Context: an optimization exercise on an open-source flow, tuned for small area. The choices shown serve that exercise and are no tape-out recipe.
In this exercise RTL edits were held to simulation tests only and were not proved equivalent to the original.

**flow/constraint.sdc**
```tcl
create_clock -name core_clock -period 50.0 [get_ports {clk}]
set_input_delay 10.0000 -clock core_clock [delete_from_list [all_inputs] [get_ports {clk}]]
set_output_delay 10.0000 -clock core_clock [all_outputs]
set_load 0.01 [all_outputs]
```
**flow/design.v**
```verilog
module ddscopex_ff_scale (
    input  wire [31:0] x,
    output wire [15:0] n,
    output wire        fail
);
    wire        sign = x[31];
    wire [7:0]  e    = x[30:23];
    wire [22:0] f    = x[22:0];
    wire [23:0] m = {1'b1, f};
    wire [33:0] p = m * 34'd1000;
    wire        top = p[33];
    wire [24:0] kept  = top ? {1'b0, p[33:10]} : {1'b0, p[32:9]};
    wire        guard = top ? p[9] : p[8];
    wire        stick = top ? (|p[8:0]) : (|p[7:0]);
    wire        inc   = guard & (stick | kept[0]);
    wire [24:0] r     = kept + {24'd0, inc};
    wire signed [9:0] rshift = 10'sd150 - $signed({2'b00, e}) - (top ? 10'sd10 : 10'sd9);
    reg [16:0] mag;
    reg        big;
    always @(*) begin
        mag = 17'd0;
        big = 1'b0;
        if (rshift <= 10'sd7)
            big = 1'b1;
        else if (rshift <= 10'sd25)
            mag = r >> rshift[4:0];
        else
            mag = 17'd0;
    end
    wire is_nan_inf = (e == 8'hFF);
    wire is_tiny    = (e == 8'h00);    
    wire over       = big || (sign ? (mag > 17'd32768) : (mag > 17'd32767));
    assign fail = is_nan_inf | (~is_tiny & over);
    wire [15:0] mag16 = is_tiny ? 16'd0 : mag[15:0];
    assign n = sign ? (16'd0 - mag16) : mag16;
endmodule
module ddscopex_ff_div (
    input  wire [15:0] n,
    output wire [31:0] q
);
    wire        sign = n[15];
    wire [15:0] mag  = sign ? (16'd0 - n) : n;    
    reg [3:0] lz;
    integer i;
    always @(*) begin
        lz = 4'd0;
        for (i = 0; i < 16; i = i + 1)
            if (mag[i]) lz = i[3:0];
    end
    wire [15:0] norm = mag << (4'd15 - lz);      
    wire [35:0] a    = {norm, 20'd0};
    wire [35:0] quo  = a / 36'd1000;             
    wire [35:0] rem  = a % 36'd1000;
    wire        top   = quo[26];
    wire [23:0] kept  = top ? quo[26:3] : quo[25:2];
    wire        guard = top ? quo[2] : quo[1];
    wire        stick = (top ? (|quo[1:0]) : quo[0]) | (rem != 36'd0);
    wire        inc   = guard & (stick | kept[0]);
    wire [24:0] r     = {1'b0, kept} + {24'd0, inc};
    wire [7:0]  exp0  = {4'd0, lz} + (top ? 8'd118 : 8'd117);
    wire [7:0]  expo  = r[24] ? exp0 + 8'd1 : exp0;
    wire [22:0] frac  = r[24] ? 23'd0 : r[22:0];
    assign q = (n == 16'd0) ? 32'd0 : {sign, expo, frac};
endmodule
module ddscopex_can_codec (
    input  wire        clk,
    input  wire        rst,
    input  wire        ms_tick,
    input  wire        cmd_valid,
    input  wire [15:0] cmd,
    input  wire [31:0] data,
    output wire        cmd_ready,
    output wire        rsp_valid,
    output wire [3:0]  rsp_code,
    output wire [31:0] result,
    output wire        busy,
    output wire        tx_valid,
    output wire [10:0] tx_id,
    output wire        tx_rtr,
    output wire [3:0]  tx_dlc,
    output wire [63:0] tx_data,
    input  wire        tx_ready,
    input  wire        tx_ok,
    input  wire        rx_valid,
    input  wire [10:0] rx_id,
    input  wire        rx_rtr,
    input  wire [3:0]  rx_dlc,
    input  wire [63:0] rx_data,
    output wire        rx_ready
);
    localparam [1:0] S_IDLE = 2'd0, S_TX = 2'd1, S_WAIT_RSP = 2'd2, S_WAIT_HB = 2'd3;
    localparam [3:0] C_OK = 4'd0, C_TIMEOUT = 4'd1, C_DEFAULTED = 4'd2, C_ERR_AXIS = 4'd3,
                     C_ERR_CMD = 4'd4, C_ERR_ID = 4'd5, C_ERR_DLC = 4'd6, C_ERR_OFFSET = 4'd7,
                     C_ERR_RANGE = 4'd8, C_ERR_SEND = 4'd9, C_ILLEGAL = 4'd10, C_ERR_NOFRAME = 4'd11;
    localparam [4:0] OP_NOP = 5'd0, OP_ID_ENC = 5'd1, OP_ID_DEC = 5'd2, OP_BUF_CLR = 5'd3,
                     OP_SET_DLC = 5'd4, OP_SET_TIMEOUT = 5'd5, OP_SET_POLICY = 5'd6,
                     OP_PACK_U8 = 5'd8, OP_PACK_I16 = 5'd9, OP_PACK_I32 = 5'd10,
                     OP_PACK_U32 = 5'd11, OP_PACK_F32 = 5'd12, OP_PACK_FF16 = 5'd13,
                     OP_PACK_FF8 = 5'd14,
                     OP_UNPACK_U8 = 5'd16, OP_UNPACK_I16 = 5'd17, OP_UNPACK_I32 = 5'd18,
                     OP_UNPACK_U32 = 5'd19, OP_UNPACK_F32 = 5'd20, OP_UNPACK_FF16 = 5'd21,
                     OP_XCHG = 5'd24, OP_HB_WAIT = 5'd25;
    reg [10:0] frame_id;
    reg        frame_rtr;
    reg        frame_valid;
    reg [3:0]  frame_dlc;
    reg [63:0] tx_buf;
    reg [10:0] rx_id_q;
    reg        rx_rtr_q;
    reg [3:0]  rx_dlc_q;
    reg [63:0] rx_buf;
    reg [31:0] result_q;
    reg [3:0]  last_code;
    reg        rsp_v;
    reg [15:0] timeout_ms;
    reg        silent;
    reg [1:0]  fsm;
    reg [15:0] tick_cnt;
    reg [10:0] wait_id;
    assign cmd_ready = (fsm == S_IDLE) && !rst;
    assign busy      = (fsm != S_IDLE);
    assign tx_valid  = (fsm == S_TX) && !rst;
    assign rx_ready  = ((fsm == S_WAIT_RSP) || (fsm == S_WAIT_HB)) && !rst;
    assign rsp_valid = rsp_v;
    assign rsp_code  = last_code;
    assign result    = result_q;
    assign tx_id     = frame_id;
    assign tx_rtr    = frame_rtr;
    assign tx_dlc    = frame_dlc;
    assign tx_data   = tx_buf;
    wire [4:0] opc = cmd[15:11];
    wire [2:0] off = cmd[10:8];
    wire       bsel = cmd[7];
    reg legal;
    always @(*) begin
        case (opc)
            OP_NOP, OP_BUF_CLR, OP_SET_TIMEOUT, OP_XCHG, OP_HB_WAIT:
                legal = (cmd[10:0] == 11'd0);
            OP_ID_ENC, OP_SET_POLICY:
                legal = (cmd[10:1] == 10'd0);
            OP_ID_DEC:
                legal = (cmd[10:2] == 9'd0) && (cmd[1:0] != 2'b11);
            OP_SET_DLC:
                legal = (cmd[10:4] == 7'd0);
            OP_PACK_U8, OP_PACK_I16, OP_PACK_I32, OP_PACK_U32,
            OP_PACK_F32, OP_PACK_FF16, OP_PACK_FF8:
                legal = (cmd[7:0] == 8'd0);
            OP_UNPACK_U8, OP_UNPACK_I16, OP_UNPACK_I32, OP_UNPACK_U32,
            OP_UNPACK_F32, OP_UNPACK_FF16:
                legal = (cmd[6:0] == 7'd0);
            default:
                legal = 1'b0;
        endcase
    end
    reg [2:0] width;
    always @(*) begin
        case (opc)
            OP_PACK_U8, OP_PACK_FF8, OP_UNPACK_U8:            width = 3'd1;
            OP_PACK_I16, OP_PACK_FF16,
            OP_UNPACK_I16, OP_UNPACK_FF16:                    width = 3'd2;
            default:                                          width = 3'd4;
        endcase
    end
    wire off_bad = ({1'b0, off} + {1'b0, width}) > 4'd8;
    wire [15:0] ff_n;
    wire        ff_fail;
    ddscopex_ff_scale u_scale (.x(data), .n(ff_n), .fail(ff_fail));
    reg [31:0] pack_val;
    reg [7:0]  pack_bytes;
    always @(*) begin
        case (opc)
            OP_PACK_U8:   begin pack_val = data;                 pack_bytes = 8'h01; end
            OP_PACK_I16:  begin pack_val = data;                 pack_bytes = 8'h03; end
            OP_PACK_FF16: begin pack_val = {16'd0, ff_n};        pack_bytes = 8'h03; end
            OP_PACK_FF8:  begin pack_val = {16'd0, ff_n};        pack_bytes = 8'h01; end
            default:      begin pack_val = data;                 pack_bytes = 8'h0F; end
        endcase
    end
    wire [63:0] pack_data = {32'd0, pack_val} << {off, 3'b000};
    wire [7:0]  pack_mask_b = pack_bytes << off;
    wire [63:0] pack_mask;
    genvar gb;
    generate
        for (gb = 0; gb < 8; gb = gb + 1) begin : g_mask
            assign pack_mask[8*gb +: 8] = {8{pack_mask_b[gb]}};
        end
    endgenerate
    wire [63:0] tx_buf_packed = (tx_buf & ~pack_mask) | (pack_data & pack_mask);
    wire [63:0] src_buf = bsel ? tx_buf : rx_buf;
    wire [63:0] rd_sh   = src_buf >> {off, 3'b000};
    wire [15:0] rd16    = rd_sh[15:0];
    wire [31:0] ff_q;
    ddscopex_ff_div u_div (.n(rd16), .q(ff_q));
    reg [31:0] unpack_val;
    always @(*) begin
        case (opc)
            OP_UNPACK_U8:   unpack_val = {24'd0, rd_sh[7:0]};
            OP_UNPACK_I16:  unpack_val = {{16{rd16[15]}}, rd16};
            OP_UNPACK_FF16: unpack_val = ff_q;
            default:        unpack_val = rd_sh[31:0];
        endcase
    end
    reg [10:0] dec_id;
    always @(*) begin
        case (cmd[1:0])
            2'd1:    dec_id = rx_id_q;
            2'd2:    dec_id = frame_id;
            default: dec_id = data[10:0];
        endcase
    end
    wire        rx_fire  = rx_valid && ((fsm == S_WAIT_RSP) || (fsm == S_WAIT_HB));
    wire        rx_match = rx_fire && (rx_id == wait_id);
    wire [3:0]  cap_dlc  = (rx_dlc > 4'd8) ? 4'd8 : rx_dlc;
    wire [63:0] cap_data;
    generate
        for (gb = 0; gb < 8; gb = gb + 1) begin : g_cap
            assign cap_data[8*gb +: 8] = (gb < cap_dlc) ? rx_data[8*gb +: 8] : 8'h00;
        end
    endgenerate
    wire [3:0] timeout_code = silent ? C_DEFAULTED : C_TIMEOUT;
    always @(posedge clk) begin
        if (rst) begin
            frame_id    <= 11'd0;
            frame_rtr   <= 1'b0;
            frame_valid <= 1'b0;
            frame_dlc   <= 4'd0;
            tx_buf      <= 64'd0;
            rx_id_q     <= 11'd0;
            rx_rtr_q    <= 1'b0;
            rx_dlc_q    <= 4'd0;
            rx_buf      <= 64'd0;
            result_q    <= 32'd0;
            last_code   <= C_OK;
            rsp_v       <= 1'b0;
            timeout_ms  <= 16'd5;
            silent      <= 1'b0;
            fsm         <= S_IDLE;
            tick_cnt    <= 16'd0;
            wait_id     <= 11'd0;
        end else begin
            rsp_v <= 1'b0;
            case (fsm)
                S_IDLE: if (cmd_valid) begin
                    rsp_v <= 1'b1;           
                    if (!legal) begin
                        last_code <= C_ILLEGAL;
                    end else begin
                        case (opc)
                            OP_NOP: last_code <= C_OK;
                            OP_ID_ENC: begin
                                if (data[31:16] > 16'd63)
                                    last_code <= C_ERR_AXIS;
                                else if (data[15:0] > 16'd31)
                                    last_code <= C_ERR_CMD;
                                else begin
                                    frame_id    <= {data[21:16], data[4:0]};
                                    frame_rtr   <= cmd[0];
                                    frame_valid <= 1'b1;
                                    last_code   <= C_OK;
                                end
                            end
                            OP_ID_DEC: begin
                                if (cmd[1:0] == 2'd0 && data[31:11] != 21'd0)
                                    last_code <= C_ERR_ID;
                                else begin
                                    result_q  <= {10'd0, dec_id[10:5], 11'd0, dec_id[4:0]};
                                    last_code <= C_OK;
                                end
                            end
                            OP_BUF_CLR: begin
                                tx_buf    <= 64'd0;
                                frame_dlc <= 4'd0;
                                last_code <= C_OK;
                            end
                            OP_SET_DLC: begin
                                if (cmd[3:0] > 4'd8)
                                    last_code <= C_ERR_DLC;
                                else begin
                                    frame_dlc <= cmd[3:0];
                                    last_code <= C_OK;
                                end
                            end
                            OP_SET_TIMEOUT: begin
                                if (data[31:16] != 16'd0)
                                    last_code <= C_ERR_RANGE;
                                else begin
                                    timeout_ms <= data[15:0];
                                    last_code  <= C_OK;
                                end
                            end
                            OP_SET_POLICY: begin
                                silent    <= cmd[0];
                                last_code <= C_OK;
                            end
                            OP_PACK_U8, OP_PACK_I16, OP_PACK_I32, OP_PACK_U32, OP_PACK_F32: begin
                                if (off_bad)
                                    last_code <= C_ERR_OFFSET;
                                else begin
                                    tx_buf    <= tx_buf_packed;
                                    last_code <= C_OK;
                                end
                            end
                            OP_PACK_FF16, OP_PACK_FF8: begin
                                if (off_bad)
                                    last_code <= C_ERR_OFFSET;
                                else if (ff_fail)
                                    last_code <= C_ERR_RANGE;
                                else begin
                                    tx_buf    <= tx_buf_packed;
                                    last_code <= C_OK;
                                end
                            end
                            OP_UNPACK_U8, OP_UNPACK_I16, OP_UNPACK_I32, OP_UNPACK_U32,
                            OP_UNPACK_F32, OP_UNPACK_FF16: begin
                                if (off_bad)
                                    last_code <= C_ERR_OFFSET;
                                else begin
                                    result_q  <= unpack_val;
                                    last_code <= C_OK;
                                end
                            end
                            OP_XCHG: begin
                                if (!frame_valid)
                                    last_code <= C_ERR_NOFRAME;
                                else begin
                                    rsp_v <= 1'b0;
                                    if (frame_rtr) begin
                                        rx_buf   <= 64'd0;
                                        rx_dlc_q <= 4'd0;
                                    end
                                    wait_id <= frame_id;
                                    fsm     <= S_TX;
                                end
                            end
                            OP_HB_WAIT: begin
                                if (data[31:16] > 16'd63)
                                    last_code <= C_ERR_AXIS;
                                else begin
                                    rsp_v    <= 1'b0;
                                    rx_buf   <= 64'd0;
                                    rx_dlc_q <= 4'd0;
                                    wait_id  <= {data[21:16], 5'b00001};
                                    fsm      <= S_WAIT_HB;
                                end
                            end
                            default: last_code <= C_ILLEGAL;
                        endcase
                    end
                end
                S_TX: if (tx_ready) begin
                    if (!tx_ok) begin
                        last_code <= C_ERR_SEND;
                        rsp_v     <= 1'b1;
                        fsm       <= S_IDLE;
                    end else if (!frame_rtr) begin
                        last_code <= C_OK;
                        rsp_v     <= 1'b1;
                        fsm       <= S_IDLE;
                    end else if (timeout_ms == 16'd0) begin
                        last_code <= timeout_code;
                        rsp_v     <= 1'b1;
                        fsm       <= S_IDLE;
                    end else begin
                        tick_cnt <= 16'd0;
                        fsm      <= S_WAIT_RSP;
                    end
                end
                S_WAIT_RSP, S_WAIT_HB: begin
                    if (rx_match) begin
                        rx_id_q   <= rx_id;
                        rx_rtr_q  <= rx_rtr;
                        rx_dlc_q  <= cap_dlc;
                        rx_buf    <= cap_data;
                        last_code <= C_OK;
                        rsp_v     <= 1'b1;
                        fsm       <= S_IDLE;
                    end else if (fsm == S_WAIT_RSP && ms_tick) begin
                        if ({1'b0, tick_cnt} + 17'd1 >= {1'b0, timeout_ms}) begin
                            last_code <= timeout_code;
                            rsp_v     <= 1'b1;
                            fsm       <= S_IDLE;
                        end else begin
                            tick_cnt <= tick_cnt + 16'd1;
                        end
                    end
                end
            endcase
        end
    end
endmodule
```
**flow/config.mk**
```make
export PLATFORM = sky130hd
export DESIGN_NAME = ddscopex_can_codec
export DESIGN_NICKNAME = ddscopex_can_codec
export VERILOG_FILES = /design/flow/design.v
export SDC_FILE = /design/flow/constraint.sdc
export NUM_CORES = 4
export LEC_CHECK = 0
export CAP_MARGIN = 20
export CORE_MARGIN = 2
export CORE_UTILIZATION = 40
export SLEW_MARGIN = 20
```
**flow/run.sh**
```bash
#!/bin/bash
# synth_recipe.tcl (not shown) runs the flow's synth.tcl, then flattens the netlist and writes it again
# the make line also repeats each setting of config.mk as NAME=value (left out here)
make -C /OpenROAD-flow-scripts/flow DESIGN_CONFIG=/design/flow/config.mk WORK_HOME=/design/flow/orfs CLKGATE_MAP_FILE= SYNTH_SCRIPT=/design/flow/synth_recipe.tcl finish
```
==> results.txt <==
==> worst max path at each step <==
stage / from / end / slack (ns) / depth (start not counted)
2_1_floorplan: cmd[7] / result_q[0] / 4.21 / 182
3_3_place_gp: cmd[8] / result_q[0] / 1.17 / 144
3_5_place_dp: cmd[8] / result_q[0] / 1.02 / 146
4_1_cts: cmd[8] / result_q[0] / 1.52 / 146
5_1_grt: cmd[7] / result_q[0] / 0.05 / 146
6_report: cmd[7] / result_q[0] / 2.96 / 147
==> routing by layer <==
layer	vias to the layer above	global-route usage (%)	part of all wire (%)
met3	239	3.320	7.3
li1	19100	-	-
met1	19470	38.37	44
met2	1540	44.92	45
met5	-	0	0.017
met4	4	9.336	3.8
==> registers in the layout (all words and copies together), names as in the netlist <==
name	count
last_code	4
wait_id	11
rx_buf	64
tick_cnt	16
rx_id_q	11
silent	1
timeout_ms	16
fsm	2
tx_buf	64
frame_dlc	4
frame_id	11
result_q	32
frame_rtr	1
frame_valid	1
rsp_v	1
==> repair_timing <==
| item | in CTS | in global routing |
|---|---|---|
| setup endpoints to repair | 0 | 31 |
| setup buffers | 0 | 6 |
| gates resized for setup | 0 | 27 |
| hold buffers | 0 | 0 |
==> placed cells by master (no fill, tap or decap), types with 71 or more instances in the layout <==
cell type        instances
o21ai_0                217
mux2i_1                130
nand2_1                489
xnor2_1                183
nor2_1                 505
clkdlybuf4s50_1        249
ha_1                   138
dfxtp_1                239
nor3_1                 159
nand3_1                167
inv_1                  168
xor2_1                  88
buf_4                  144
a21oi_1                366
a22oi_1                 87
fa_1                    86
nand4_1                 71
==> tightest hold or removal path: stages, from the launching register on <==
cell     delay, ns
dfxtp_1       0.31
nand2_1       0.05
a21oi_1       0.05
==> Yosys cell counts, drive strengths merged (134+ instances only) <==
library cell / number / area (um^2)
nor2: 509 / 1923
nand2: 497 / 1891
a21oi: 375 / 1907
o21ai: 256 / 1319
dfxtp: 239 / 4785
inv: 186 / 705.7
xnor2: 185 / 1635
nor3: 177 / 992.2
nand3: 172 / 893.4
clkbuf: 167 / 636.9
ha: 138 / 1727
mux2i: 134 / 1353
==> kinds of logic (layout without fill, tap and decap cells) <==
family	after synthesis	after routing
buffers and inverters	485	643
AO/OA/AOI/OAI	1591	1591
flip-flops	239	239
multiplexers	242	242
other	2	4
adder cells (fa/ha/maj)	225	225
AND/OR/NAND/NOR	1936	1936
XOR/XNOR	281	281
==> metrics by stage <==
stage	instances	worst slack (ns)	cell area [um^2]	util (%)
finish	6404	2.962	42220	45.85
global route	6404	0.05119	42220	45.85
CTS	6396	1.519	42020	45.64
detailed placement	6341	1.024	40950	44.47
global placement	6341	1.171	40950	44.47
floorplan	5001	4.214	37280	-
==> final cells by class <==
cell class / instances / area [um^2]
Fill cell: 9337 / 49860
Multi-Input combinational cell: 4277 / 30430
Sequential cell: 239 / 4785
Timing Repair Buffer: 400 / 3656
Tap cell: 1243 / 1555
Clock buffer: 43 / 910.9
Inverter: 188 / 718.2
Clock inverter: 12 / 160.2
Antenna cell: 2 / 5.005
==> impl_metrics.env <==
export IMPL_cts_tree="done"
export IMPL_synth_seq_cells=239
export IMPL_worstPathArrival_ns=47.47
export IMPL_nets=5495
export IMPL_crit_buf_inv=20
export IMPL_synth_fa_ha_area_share_pct=9.277
export IMPL_yosys_cell_types_count=161
export IMPL_slew_headroom_pct=24.84
export IMPL_critPathSlowestCell="or4b_1"
export IMPL_r2r_start="tx_buf[41]"
export IMPL_std_cell_rows=111
export IMPL_area_delta_synth_final_pct=13.25
export IMPL_synth_seq_area_share_pct=12.83
export IMPL_r2r_cells=145
export IMPL_drive_gt1_share_pct=10.39
export IMPL_clk_insertion_delay_late_ns=0.58
export IMPL_hold_start="last_code[3]"
export IMPL_end_kind="flip-flop"
export IMPL_core_area_um2=92080
export IMPL_grt_pass1_vias=37000
export IMPL_fmax_mhz=21.26
export IMPL_via_per_inst=6.301
export IMPL_overflow=0
export IMPL_htree_levels=1
export IMPL_gp_congestion=0.9695
export IMPL_ys_flop_type="dfxtp_1"
export IMPL_antenna_found_initial=4
export IMPL_ios=256
export IMPL_cap_violations=0
export IMPL_dr_pass1_iters=7
export IMPL_avgSynthCellArea_um2=7.454
export IMPL_rsz0062_at_grt="no"
export IMPL_drtIter0Drc=3842
export IMPL_grt_pass1_wl_um=214100
export IMPL_synth_edf_count=0
export IMPL_syn_nets=5360
export IMPL_hold_class="flip-flop to flip-flop"
export IMPL_critPathLaunchType="primary input"
export IMPL_period_needed_ns=47.04
export IMPL_vias=40350
export IMPL_dp_hpwl_um=109400
export IMPL_grt_use_total_pct=27.81
export IMPL_fin_tns_setup_ns=0
export IMPL_muxShareOfSynthArea_pct=8.663
export IMPL_dieArea_um2=95650
export IMPL_synthXorXnorAreaFrac_pct=6.780
export IMPL_routedWlPerCell_um=21.57
export IMPL_syn_area_um2=37280
export IMPL_synth_async_sr_flop_share_pct=0
export IMPL_period_share_pct=94.08
export IMPL_grt_max_degree=73
export IMPL_cp_data_required_time_ns=50.44
export IMPL_critical_path_class="primary input to flip-flop"
export IMPL_finalSetupViolCount=0
export IMPL_fin_skew_ns=0.01454
export IMPL_drcViolationCount=0
export IMPL_cts_buffer_depth=3
export IMPL_port_buffers=254
export IMPL_hold_slack_ns=0.4576
export IMPL_worst_slew_pin_slew_ns=1.121
export IMPL_synth_compound_area_share_pct=30.11
export IMPL_slew_viol_final=0
export IMPL_numCtsBuffers=30
export IMPL_max_stage_delay_ns=0.71
export IMPL_wl_um=138100
export IMPL_start_util_pct=40.48
export IMPL_path_clk_slew_ns=0.06
export IMPL_hold_viol=0
export IMPL_cts_sinks=239
export IMPL_cts_root_buffer="clkbuf_16"
export IMPL_synth_warnings=3
export IMPL_synthSimpleGateAreaFrac_pct=26.37
export IMPL_fp_dieW_um=309.3
export IMPL_die_y_um=309.3
export IMPL_cp_max_fo=22
export IMPL_hold_end="last_code[3]"
export IMPL_synthCells=5001
export IMPL_run_status="complete, no violations"
export IMPL_postRouteAntennaNets=0
export IMPL_r2r_end="result_q[0]"
export IMPL_hold_depth=2
export IMPL_rrSetupSlack_ns=12.44
export IMPL_synth_top_family_by_area="compound AO/OA/AOI/OAI gates"
export IMPL_critPathTopFamily="simple AND/OR/NAND/NOR gates"

-- static timing again, ports no longer ideal --
In the flow no input, the clock included, has a driving cell. The finished layout below was timed again as built, in two steps.
Step 1 sets driving cells, clkbuf_16 on the clock port and buf_2 on the other inputs (assumed; they add their load-dependent delay and slew).
Step 2 times the ports against the registers' clock, not the clock port: input delays grow and output delays shrink by t, the midpoint of the rising clock arrivals with the driver on.
Slacks: ideal ports / drivers / drivers and shift; pairs: ideal ports / drivers.
t, ns: 0.633
slack for setup (ns): 2.962 / 2.981 / 2.347
worst setup path after step 2: input to register
slew at the worst register clock pin (ns): 0.07 / 0.07
After both steps setup and hold are still met in this run. For this run, drivers alone change the setup slack by +0.019 ns; drivers and shift together by -0.615 ns.
